Context: an optimization exercise on an open-source flow, tuned for small area, a short achievable clock period and few clock cycles per item. The choices shown serve that exercise and are no tape-out recipe.
Function was checked by simulation only, so behaviour that the tests miss may differ from the original.
Power figures rest on the tool's default switching activity, not on a simulated workload.

===== flow/design.v =====
module xq_pinctl (
    input  wire        clk,
    input  wire        rst,            
    input  wire        req_valid,
    output wire        req_ready,
    input  wire [31:0] req_desc,
    input  wire [2:0]  req_dev,
    input  wire [31:0] req_data,
    output reg         resp_valid,
    output reg  [1:0]  resp_status,
    output reg  [31:0] resp_rdata,
    output reg         ledb_valid,
    output reg         ledb_level,
    output reg         ledg_valid,
    output reg         ledg_level,
    output wire [15:0] gpioa_wire,
    output wire [15:0] gpiob_wire,
    output wire        btn_wire
);
    localparam [1:0] ST_DONE    = 2'd0;
    localparam [1:0] ST_FAULT   = 2'd1;
    localparam [1:0] ST_REFUSED = 2'd2;
    localparam [2:0] DEV_GPIOA = 3'd0;
    localparam [2:0] DEV_GPIOB = 3'd1;
    localparam [2:0] DEV_RCC   = 3'd2;
    localparam [2:0] DEV_BTN   = 3'd3;
    localparam [2:0] DEV_LEDB  = 3'd4;
    localparam [2:0] DEV_LEDG  = 3'd5;
    localparam [1:0] CL_GPIO = 2'd0;
    localparam [1:0] CL_CSR  = 2'd1;
    localparam [1:0] CL_BTN  = 2'd2;
    localparam [1:0] CL_LED  = 2'd3;
    localparam [3:0] K_READ    = 4'h0;
    localparam [3:0] K_WRITE   = 4'h1;
    localparam [3:0] K_RESET   = 4'h2;
    localparam [3:0] K_PIN_IN  = 4'h3;
    localparam [3:0] K_CONNECT = 4'h4;
    localparam [3:0] K_BYTE_IN = 4'h5;
    localparam [3:0] R_MODE   = 4'd0;
    localparam [3:0] R_OTYPE  = 4'd1;
    localparam [3:0] R_OSPEED = 4'd2;
    localparam [3:0] R_PUPD   = 4'd3;
    localparam [3:0] R_IDR    = 4'd4;
    localparam [3:0] R_ODR    = 4'd5;
    localparam [3:0] R_BSRR   = 4'd6;
    localparam [3:0] R_LCK    = 4'd7;
    localparam [3:0] R_AFRL   = 4'd8;
    localparam [3:0] R_AFRH   = 4'd9;
    localparam [31:0] A_MODE_RST   = 32'hA800_0000;
    localparam [31:0] A_PUPD_RST   = 32'h6400_0000;
    localparam [31:0] A_OSPEED_RST = 32'h0C00_0000;
    localparam [31:0] B_MODE_RST   = 32'h0000_0280;
    localparam [31:0] B_PUPD_RST   = 32'h0000_0100;
    localparam [31:0] B_OSPEED_RST = 32'h0000_00C0;
    localparam NSUB = 16;
    localparam [7:0] SRC_BTN = 8'h80;
    function [31:0] rcc_reset_value;
        input [3:0] n;
        begin
            case (n)
                4'd0:    rcc_reset_value = 32'h0000_0300;
                4'd1:    rcc_reset_value = 32'h0000_B000;
                4'd7:    rcc_reset_value = 32'h0000_8000;
                4'd10:   rcc_reset_value = 32'h0101_903F;
                4'd11:   rcc_reset_value = 32'h0000_5A1D;
                4'd12:   rcc_reset_value = 32'hB0E6_4A37;
                4'd13:   rcc_reset_value = 32'h0C00_0000;
                default: rcc_reset_value = 32'h0000_0000;
            endcase
        end
    endfunction
    reg [31:0] g_mode   [0:1];
    reg [31:0] g_otype  [0:1];
    reg [31:0] g_ospeed [0:1];
    reg [31:0] g_pupd   [0:1];
    reg [15:0] g_idr    [0:1];
    reg [31:0] g_odr    [0:1];
    reg [31:0] g_odr_old[0:1];
    reg [31:0] g_lck    [0:1];
    reg [31:0] g_afrl   [0:1];
    reg [31:0] g_afrh   [0:1];
    reg [31:0] rcc [0:13];
    reg [15:0] wa_level, wb_level, wa_exists, wb_exists;
    reg        wbtn_level, wbtn_exists;
    reg [NSUB-1:0] sub_valid;
    reg [7:0]      sub_src  [0:NSUB-1];
    reg [5:0]      sub_sink [0:NSUB-1];
    reg [4:0]      sub_count;
    localparam [1:0] S_IDLE = 2'd0;
    localparam [1:0] S_PIN  = 2'd1;
    localparam [1:0] S_SUB  = 2'd2;
    reg [1:0]  state;
    reg        p_gpio;       
    reg        p_btn;        
    reg [15:0] p_changed;    
    reg [3:0]  p_pin;
    reg [3:0]  p_ent;
    reg        p_level;
    assign req_ready  = (state == S_IDLE);
    assign gpioa_wire = wa_level;
    assign gpiob_wire = wb_level;
    assign btn_wire   = wbtn_level;
    wire [3:0]  d_k  = req_desc[31:28];
    wire [1:0]  d_wc = req_desc[27:26];
    wire [1:0]  d_c  = req_desc[25:24];
    wire [7:0]  d_z  = req_desc[23:16];
    wire [15:0] d_a  = req_desc[15:0];
    reg [1:0] dev_class;
    reg       dev_ok;
    always @(*) begin
        dev_ok = 1'b1;
        case (req_dev)
            DEV_GPIOA, DEV_GPIOB: dev_class = CL_GPIO;
            DEV_RCC:              dev_class = CL_CSR;
            DEV_BTN:              dev_class = CL_BTN;
            DEV_LEDB, DEV_LEDG:   dev_class = CL_LED;
            default: begin
                dev_class = CL_GPIO;
                dev_ok    = 1'b0;
            end
        endcase
    end
    wire       is_bus   = (d_k == K_READ) || (d_k == K_WRITE);
    wire       gsel     = req_dev[0];               
    wire [3:0] reg_idx  = d_a[5:2];
    wire gpio_off_ok = (d_a[15:6] == 10'd0) && (d_a[1:0] == 2'b00) && (d_a[5:2] <= 4'd9);
    wire rcc_off_ok  = (d_a[15:6] == 10'd0) && (d_a[1:0] == 2'b00) && (d_a[5:2] <= 4'd13);
    reg [31:0] wmask;
    always @(*) begin
        case (d_wc)
            2'b00:   wmask = 32'h0000_00FF;
            2'b01:   wmask = 32'h0000_FFFF;
            default: wmask = 32'hFFFF_FFFF;
        endcase
    end
    wire [31:0] eff = req_data & wmask;
    wire [2:0]  c_sink_dev = req_data[18:16];
    wire [15:0] c_sink_pin = req_data[15:0];
    reg         c_sink_ok;
    reg  [5:0]  c_sink;
    always @(*) begin
        c_sink_ok = 1'b0;
        c_sink    = 6'd0;
        case (c_sink_dev)
            DEV_GPIOA: begin c_sink_ok = (c_sink_pin <= 16'd15); c_sink = {2'd0, c_sink_pin[3:0]}; end
            DEV_GPIOB: begin c_sink_ok = (c_sink_pin <= 16'd15); c_sink = {2'd1, c_sink_pin[3:0]}; end
            DEV_LEDB:  begin c_sink_ok = (c_sink_pin == 16'd0);  c_sink = {2'd2, 4'd0}; end
            DEV_LEDG:  begin c_sink_ok = (c_sink_pin == 16'd0);  c_sink = {2'd3, 4'd0}; end
            default:   begin c_sink_ok = 1'b0; c_sink = 6'd0; end
        endcase
    end
    reg [1:0] outcome;
    always @(*) begin
        if (d_k[3] || (d_z != 8'd0) || !dev_ok || (dev_class != d_c))
            outcome = ST_REFUSED;
        else if (is_bus) begin
            if (d_c == CL_BTN || d_c == CL_LED)
                outcome = ST_FAULT;
            else if (d_wc == 2'b11)
                outcome = ST_FAULT;
            else if (d_c == CL_GPIO && gpio_off_ok)
                outcome = ST_DONE;
            else if (d_c == CL_CSR && rcc_off_ok)
                outcome = ST_DONE;
            else
                outcome = ST_FAULT;
        end else if (d_wc != 2'b00)
            outcome = ST_REFUSED;
        else begin
            case (d_k)
                K_RESET:   outcome = (d_a == 16'd0) ? ST_DONE : ST_REFUSED;
                K_PIN_IN:  outcome = ((d_c == CL_GPIO && d_a <= 16'd15) ||
                                      (d_c == CL_LED  && d_a == 16'd0)) ? ST_DONE : ST_REFUSED;
                K_CONNECT: outcome = (((d_c == CL_GPIO && d_a <= 16'd63) ||
                                       (d_c == CL_BTN  && d_a == 16'd0)) &&
                                      c_sink_ok && (sub_count < NSUB)) ? ST_DONE : ST_REFUSED;
                K_BYTE_IN: outcome = (d_c == CL_BTN && d_a == 16'd0) ? ST_DONE : ST_REFUSED;
                default:   outcome = ST_REFUSED;
            endcase
        end
    end
    reg [31:0] rd_val;
    always @(*) begin
        rd_val = 32'd0;
        if (d_c == CL_CSR) begin
            if (reg_idx <= 4'd13)
                rd_val = rcc[reg_idx];
        end else begin
            case (reg_idx)
                R_MODE:   rd_val = g_mode[gsel];
                R_OTYPE:  rd_val = g_otype[gsel];
                R_OSPEED: rd_val = g_ospeed[gsel];
                R_PUPD:   rd_val = g_pupd[gsel];
                R_IDR:    rd_val = {16'd0, g_idr[gsel]};
                R_ODR:    rd_val = g_odr[gsel];
                R_BSRR:   rd_val = 32'd0;
                R_LCK:    rd_val = g_lck[gsel];
                R_AFRL:   rd_val = g_afrl[gsel];
                R_AFRH:   rd_val = g_afrh[gsel];
                default:  rd_val = 32'd0;
            endcase
        end
    end
    reg [31:0] odr_new;
    always @(*) begin
        if (reg_idx == R_BSRR)
            odr_new = {g_odr[gsel][31:16],
                       (g_odr[gsel][15:0] | eff[15:0]) & ~eff[31:16]};
        else
            odr_new = eff;
    end
    reg [15:0] out_en;
    integer i;
    always @(*) begin
        for (i = 0; i < 16; i = i + 1)
            out_en[i] = (g_mode[gsel][2*i +: 2] != 2'b00);
    end
    function in_enabled;
        input [31:0] mode;
        input [31:0] pupd;
        input [3:0]  q;
        begin
            in_enabled = (pupd[2*q +: 2] != 2'b00) && (mode[2*q +: 2] == 2'b00);
        end
    endfunction
    wire [7:0] p_src      = p_btn ? SRC_BTN : {1'b0, p_gpio, 2'b00, p_pin};
    wire       p_pin_lvl  = g_odr[p_gpio][{1'b0, p_pin}];
    wire       p_pin_exst = p_gpio ? wb_exists[p_pin] : wa_exists[p_pin];
    wire       p_pin_wlvl = p_gpio ? wb_level[p_pin]  : wa_level[p_pin];
    wire       p_pin_emit = p_changed[p_pin] && p_pin_exst && (p_pin_wlvl != p_pin_lvl);
    wire       btn_b      = (req_data[7:0] != 8'd0);
    integer n, g;
    always @(posedge clk) begin
        resp_valid <= 1'b0;
        ledb_valid <= 1'b0;
        ledg_valid <= 1'b0;
        if (rst) begin
            for (g = 0; g < 2; g = g + 1) begin
                g_otype[g]   <= 32'd0;
                g_idr[g]     <= 16'd0;
                g_odr[g]     <= 32'd0;
                g_odr_old[g] <= 32'd0;
                g_lck[g]     <= 32'd0;
                g_afrl[g]    <= 32'd0;
                g_afrh[g]    <= 32'd0;
            end
            g_mode[0]   <= A_MODE_RST;
            g_pupd[0]   <= A_PUPD_RST;
            g_ospeed[0] <= A_OSPEED_RST;
            g_mode[1]   <= B_MODE_RST;
            g_pupd[1]   <= B_PUPD_RST;
            g_ospeed[1] <= B_OSPEED_RST;
            for (n = 0; n < 14; n = n + 1)
                rcc[n] <= rcc_reset_value(n[3:0]);
            wa_level    <= 16'd0;
            wb_level    <= 16'd0;
            wbtn_level  <= 1'b0;
            wa_exists   <= 16'd0;
            wb_exists   <= 16'h00C0;
            wbtn_exists <= 1'b1;
            sub_valid   <= {{(NSUB-3){1'b0}}, 3'b111};
            sub_src[0]  <= SRC_BTN;
            sub_sink[0] <= {2'd0, 4'd1};
            sub_src[1]  <= {2'd1, 6'd6};
            sub_sink[1] <= {2'd2, 4'd0};
            sub_src[2]  <= {2'd1, 6'd7};
            sub_sink[2] <= {2'd3, 4'd0};
            sub_count   <= 5'd3;
            state       <= S_IDLE;
        end else begin
            case (state)
            S_IDLE: if (req_valid) begin
                resp_valid  <= 1'b1;
                resp_status <= outcome;
                resp_rdata  <= 32'd0;
                if (outcome == ST_DONE) begin
                    case (d_k)
                    K_READ:
                        resp_rdata <= rd_val & wmask;
                    K_WRITE:
                        if (d_c == CL_CSR)
                            rcc[reg_idx] <= eff;
                        else begin
                            case (reg_idx)
                                R_MODE:   g_mode[gsel]   <= eff;
                                R_OTYPE:  g_otype[gsel]  <= eff;
                                R_OSPEED: g_ospeed[gsel] <= eff;
                                R_PUPD:   g_pupd[gsel]   <= eff;
                                R_LCK:    g_lck[gsel]    <= eff;
                                R_AFRL:   g_afrl[gsel]   <= eff;
                                R_AFRH:   g_afrh[gsel]   <= eff;
                                R_ODR, R_BSRR: begin
                                    g_odr[gsel]     <= odr_new;
                                    g_odr_old[gsel] <= odr_new;
                                    p_gpio          <= gsel;
                                    p_btn           <= 1'b0;
                                    p_changed       <= (g_odr_old[gsel][15:0] ^ odr_new[15:0]) & out_en;
                                    p_pin           <= 4'd0;
                                    resp_valid      <= 1'b0;
                                    state           <= S_PIN;
                                end
                                default: ;   
                            endcase
                        end
                    K_RESET:
                        case (req_dev)
                            DEV_GPIOA, DEV_GPIOB: begin
                                g_mode[gsel]    <= gsel ? B_MODE_RST   : A_MODE_RST;
                                g_pupd[gsel]    <= gsel ? B_PUPD_RST   : A_PUPD_RST;
                                g_ospeed[gsel]  <= gsel ? B_OSPEED_RST : A_OSPEED_RST;
                                g_otype[gsel]   <= 32'd0;
                                g_idr[gsel]     <= 16'd0;
                                g_odr[gsel]     <= 32'd0;
                                g_odr_old[gsel] <= 32'd0;
                                g_lck[gsel]     <= 32'd0;
                                g_afrl[gsel]    <= 32'd0;
                                g_afrh[gsel]    <= 32'd0;
                            end
                            DEV_RCC:
                                for (n = 0; n < 14; n = n + 1)
                                    rcc[n] <= rcc_reset_value(n[3:0]);
                            default: ;   
                        endcase
                    K_PIN_IN:
                        if (d_c == CL_GPIO) begin
                            if (in_enabled(g_mode[gsel], g_pupd[gsel], d_a[3:0]))
                                g_idr[gsel][d_a[3:0]] <= (req_data != 32'd0);
                        end else if (req_dev == DEV_LEDB) begin
                            ledb_valid <= 1'b1;
                            ledb_level <= (req_data != 32'd0);
                        end else begin
                            ledg_valid <= 1'b1;
                            ledg_level <= (req_data != 32'd0);
                        end
                    K_CONNECT: begin
                        sub_valid[sub_count[3:0]] <= 1'b1;
                        sub_sink[sub_count[3:0]]  <= c_sink;
                        sub_count                 <= sub_count + 5'd1;
                        if (d_c == CL_BTN) begin
                            sub_src[sub_count[3:0]] <= SRC_BTN;
                            wbtn_exists             <= 1'b1;
                        end else begin
                            sub_src[sub_count[3:0]] <= {1'b0, gsel, d_a[5:0]};
                            if (d_a[5:4] == 2'b00) begin
                                if (gsel) wb_exists[d_a[3:0]] <= 1'b1;
                                else      wa_exists[d_a[3:0]] <= 1'b1;
                            end
                        end
                    end
                    K_BYTE_IN:
                        if (wbtn_exists && (btn_b != wbtn_level)) begin
                            wbtn_level <= btn_b;
                            p_btn      <= 1'b1;
                            p_level    <= btn_b;
                            p_ent      <= 4'd0;
                            resp_valid <= 1'b0;
                            state      <= S_SUB;
                        end
                    default: ;
                    endcase
                end
            end
            S_PIN: begin
                if (p_pin_emit) begin
                    if (p_gpio) wb_level[p_pin] <= p_pin_lvl;
                    else        wa_level[p_pin] <= p_pin_lvl;
                    p_level <= p_pin_lvl;
                    p_ent   <= 4'd0;
                    state   <= S_SUB;
                end else if (p_pin == 4'd15) begin
                    resp_valid <= 1'b1;
                    state      <= S_IDLE;
                end else
                    p_pin <= p_pin + 4'd1;
            end
            S_SUB: begin
                if (sub_valid[p_ent] && sub_src[p_ent] == p_src) begin
                    case (sub_sink[p_ent][5:4])
                        2'd0, 2'd1: begin
                            if (in_enabled(g_mode[sub_sink[p_ent][4]], g_pupd[sub_sink[p_ent][4]],
                                           sub_sink[p_ent][3:0]))
                                g_idr[sub_sink[p_ent][4]][sub_sink[p_ent][3:0]] <= p_level;
                        end
                        2'd2: begin
                            ledb_valid <= 1'b1;
                            ledb_level <= p_level;
                        end
                        default: begin
                            ledg_valid <= 1'b1;
                            ledg_level <= p_level;
                        end
                    endcase
                end
                if (p_ent == 4'd15) begin
                    if (p_btn || p_pin == 4'd15) begin
                        p_btn      <= 1'b0;
                        resp_valid <= 1'b1;
                        state      <= S_IDLE;
                    end else begin
                        p_pin <= p_pin + 4'd1;
                        state <= S_PIN;
                    end
                end else
                    p_ent <= p_ent + 4'd1;
            end
            default: state <= S_IDLE;
            endcase
        end
    end
endmodule

===== flow/run.sh =====
#!/bin/bash
# synth_recipe.tcl (not shown) runs the flow's synth.tcl, then flattens the netlist and writes it again
# the make line also repeats each setting of config.mk as NAME=value (left out here)
make -C /OpenROAD-flow-scripts/flow DESIGN_CONFIG=/design/flow/config.mk WORK_HOME=/design/flow/orfs CLKGATE_MAP_FILE= SYNTH_SCRIPT=/design/flow/synth_recipe.tcl finish

===== flow/config.mk =====
export PLATFORM = sky130hd
export DESIGN_NAME = xq_pinctl
export DESIGN_NICKNAME = xq_pinctl
export VERILOG_FILES = /design/flow/design.v
export SDC_FILE = /design/flow/constraint.sdc
export NUM_CORES = 4
export LEC_CHECK = 0
export CAP_MARGIN = 20
export CORE_MARGIN = 2
export CORE_UTILIZATION = 40
export SLEW_MARGIN = 20

===== flow/constraint.sdc =====
create_clock -name core_clock -period 10.0 [get_ports {clk}]
set_input_delay 2.0000 -clock core_clock [delete_from_list [all_inputs] [get_ports {clk}]]
set_output_delay 2.0000 -clock core_clock [all_outputs]
set_load 0.01 [all_outputs]

==> flow_summary.yaml <==
clock_network:
  post_cts_buffers: 0
  cts.sinks: 1439
  cts_resized: 0
  clk_path_buf_depth: 3
  ctsHoldBuffers: 0
  root_buffer: "clkbuf_16"
  cts_tree: "done"
  clk_pin_slew_worst_paths_ns: 0.06
  cts_htree_levels: 4
  insertion_delay_ns: 0.83
  numCtsBuffers: 155
place:
  gp_congestion: 0.943
  io_buffers: 142
  dpl.hpwl_mm: 143
timing:
  maxSlewHeadroom_pct: 19.1
  slew_violations: 0
  clock.fmax_ghz: 0.122
  setup_tns_ns: 0
  hold_viol_final: 0
  period_share_pct: 81.9
  finalCriticalPeriod_ns: 8.19
  fin_worst_skew_ns: 0.0537
  holdWs_ns: 0.436
  rsz0062_at_grt: "false"
  setup_viol: 0
  tightest_slew_ns: 1.20
critical_path:
  path_max_fanout: 32
  arrival_ns: 8.60
  cp-end-kind: "flip-flop"
  cp_slowest_cell: "nor4_1"
  crit_chain: "clkdlybuf4s50_1 -> nor4_1 -> nor2b_1 -> o31ai_1 -> nand3_1 -> nor3_2 -> o21ai_2 -> or2_1 -> nor4_4 -> buf_4 -> nand2_1 -> nand2_2"
  critPathLaunchType: "input port"
  critical_path_class: "input port to flip-flop"
  cp_top_family: "simple AND/OR/NAND/NOR gates"
  cp.buffers_inverters: 2
  worst_ep_required_time_ns: 10.41
  critPathMaxStageDelay_ns: 1.18
yosys:
  synth_fa_ha_area_share_pct: 0.515
  muxShareOfSynthArea_pct: 12.0
  synth_top_area_share_pct: 60.6
  ys.flop_type: "edfxtp_1"
  synth-async-reset-ratio_pct: 0
  syn_avg_cell_area_um2: 12.8
  syn_inst: 5130
  ys_warn_count: 2
  synth_top_family_by_area: "simple AND/OR/NAND/NOR gates"
  synth_area_um2: 65600
  synth_xor_xnor_area_share_pct: 0.427
  synth_compound_area_share_pct: 7.04
  synth_cell_types: 86
  yosys.area_share.simple_pct: 12.9
  synth_seq_cells: 1439
  ys_top_cells_by_area: "edfxtp_1, mux4_2, nor2_1, mux2i_1, dfxtp_1"
  synth_edf_count: 1325
  ys_seq_area_share_pct: 64.1
  synth_top_area_cell: "edfxtp_1"
floorplanning:
  core_um2: 163000
  num_rows: 148
  start_util_pct: 40.3
  die_h_um: 409
  io-pin-count: 143
  die_w_um: 409
  dieArea_um2: 167000
route:
  routed_via_density: 6.01
  drt-pass1-iter-count: 6
  routed_wl_mm: 218
  drt_iter0_markers: 6450
  post_drt_wl_per_cell_um: 29.0
  ant_nets: 0
  vias: 45026
  drc: 0
final_layout:
  mostFrequentLayoutCell: "edfxtp_1"
  fin_nets: 5288
  final_cell_mix: "edfxtp_1, nor2_1, nand2_1"
  layout-drive-gt1-share_pct: 13.2
  nFillCells: 14317
  area_growth_pct: 13.9
power_and_ir_drop:
  p_comb_share_pct: 6.5
  p_per_area_nw_per_um2: 181
  p_sw_mw: 3.19
  cellLeakagePower_nw: 25.9
  power.internal_mw: 10.3
  vdd_drop_max_mv: 0.173
  clkPwrFrac_pct: 43.5
  pwr-share-seq_pct: 50.0
  switching_share_pct: 23.6
grt:
  grt_max_degree: 117
  antenna_found_initial: 15
  grt_overflow: 0
  grt_usage_pct: 25.6
  grt_pass1_vias: 43147
  grt_pass1_wl_mm: 311
run:
  maxCapViolations: 0
hold_path:
  min_path_type: "flip-flop to flip-flop"
outcome:
  outcome: "no timing/DRC/antenna violations"
[worst paths after layout]
kind / startpoint / endpoint / slack (ns) / depth (start not counted)
max: req_data[0] / rcc[5][0] / 1.81 / 12
min: sub_valid[1] / sub_valid[1] / 0.44 / 1
max reg2reg: p_ent[0] / g_idr[1][7] / 2.93 / 12
min reg2reg: sub_valid[1] / sub_valid[1] / 0.44 / 1
[routing by layer]
metal	up-vias	part of all wire [%]	GRT usage, %
met5	-	0.043	0
met3	432	11	6.42
met1	22679	40	35.3
met2	2740	45	38.6
li1	19159	-	-
met4	16	4.3	10.6
[Yosys cell counts (28+ instances only)]
cell and number:
a211oi_1 28, a21oi_1 145, a221oi_1 35, a22oi_1 70, a31oi_1 31, and2_1 66, and3_1 80, buf_1 58
buf_2 45, clkbuf_1 318, dfxtp_1 114, edfxtp_1 1325, inv_1 72, mux2i_1 259, mux4_2 220, nand2_1 298
nand3_1 56, nor2_1 1143, nor3_1 74, nor4_1 35, o21ai_0 86, o22ai_1 110
[registers in the layout (all words and copies together) (netlist names), 32 cells and up, named ones only]
| signal | flops |
|---|---|
| rcc | 512 |
| sub_src | 128 |
| sub_sink | 96 |
| g_afrh | 64 |
| g_afrl | 64 |
| g_lck | 64 |
| g_mode | 64 |
| g_odr_old | 64 |
| g_ospeed | 64 |
| g_otype | 64 |
| g_pupd | 64 |
| g_idr | 32 |
| resp_rdata | 32 |
[worst register-to-register path, stage by stage (launching register included)]
cell	delay, ns
edfxtp_1	0.60
ha_1	0.53
buf_4	0.33
or4_1	0.84
o2111ai_1	0.32
o22a_1	0.80
mux2_2	0.44
o221ai_1	0.52
a21oi_1	0.17
o21bai_2	0.86
mux2i_2	0.83
buf_4	0.37
a21o_1	0.17
[power by group through the flow]
stage | clock (mW) | sequential (mW) | combinational, mW
finish | 5.89 | 6.76 | 0.874
global route | 6.18 | 6.77 | 0.898
CTS | 5.94 | 6.76 | 0.857
detailed placement | 0 | 6.89 | 0.854
global placement | 0 | 6.88 | 0.851
floorplan | 0 | 6.87 | 0.464
[layout make-up]
class                      instances  area [um2]  area share (%)
multi-input combinational       3248       22000            29.4
tap                             2175        2720            3.64
timing repair buffer             273        2460            3.29
antenna                            7        17.5          0.0234
clock buffer                     192        4140            5.54
clock inverter                    89        1080            1.45
inverter                          74         278           0.372
sequential                      1439       42100            56.3
[per-stage QoR]
stage	util (%)	std cells	setup WS, ns	total power [mW]	area, um2
after floorplan	-	5193	2.82	7.33	65900
after global placement	42.7	7207	1.29	7.73	69500
after detailed placement	42.7	7207	1.26	7.74	69500
after CTS	45.9	7488	2.09	13.6	74700
after global routing	45.9	7491	1.76	13.8	74700
final	45.9	7497	1.81	13.5	74700
[kinds of logic (layout without fill, tap and decap cells)]
| logic type | after synthesis | in the layout |
|---|---|---|
| and+or+nand+nor | 1928 | 1928 |
| DFF | 1439 | 1439 |
| AOI/OAI and AO/OA | 690 | 690 |
| muxes | 507 | 507 |
| buffers and inverters | 506 | 628 |
| xor gates and xnor gates | 32 | 32 |
| adders and majority gates | 27 | 27 |
| other | 1 | 71 |
Testbench counts, summed over its fixed seeds: cycles 113,264, items 8,000.

==> port drivers added, routing unchanged <==
How much do the figures lean on ideal ports? The routed layout below was timed once more, with nothing changed but the port constraints. Step 1 (the two cells are an assumption about what drives the block):
set clk [get_ports {clk}]
set_driving_cell -lib_cell sky130_fd_sc_hd__clkbuf_16 $clk
set_driving_cell -lib_cell sky130_fd_sc_hd__buf_2 [delete_from_list [all_inputs] $clk]
Step 2 also shifts input and output timing later by t, the mid clock arrival at the registers, as if the neighbouring blocks saw the same clock. Slacks: ideal ports / drivers / drivers and shift; pairs: ideal ports / drivers.
shift t [ns]: 0.877
setup slack, ns: 1.815 / 1.800 / 0.923
worst hold slack (ns): 0.436 / 0.436 / 0.436
slew at the worst register clock pin (ns): 0.07 / 0.07
pins driven straight from the clock port: 1
After both steps this run still meets setup and hold. The setup slack of this run moves by -0.015 ns with the drivers and by -0.892 ns with both steps.
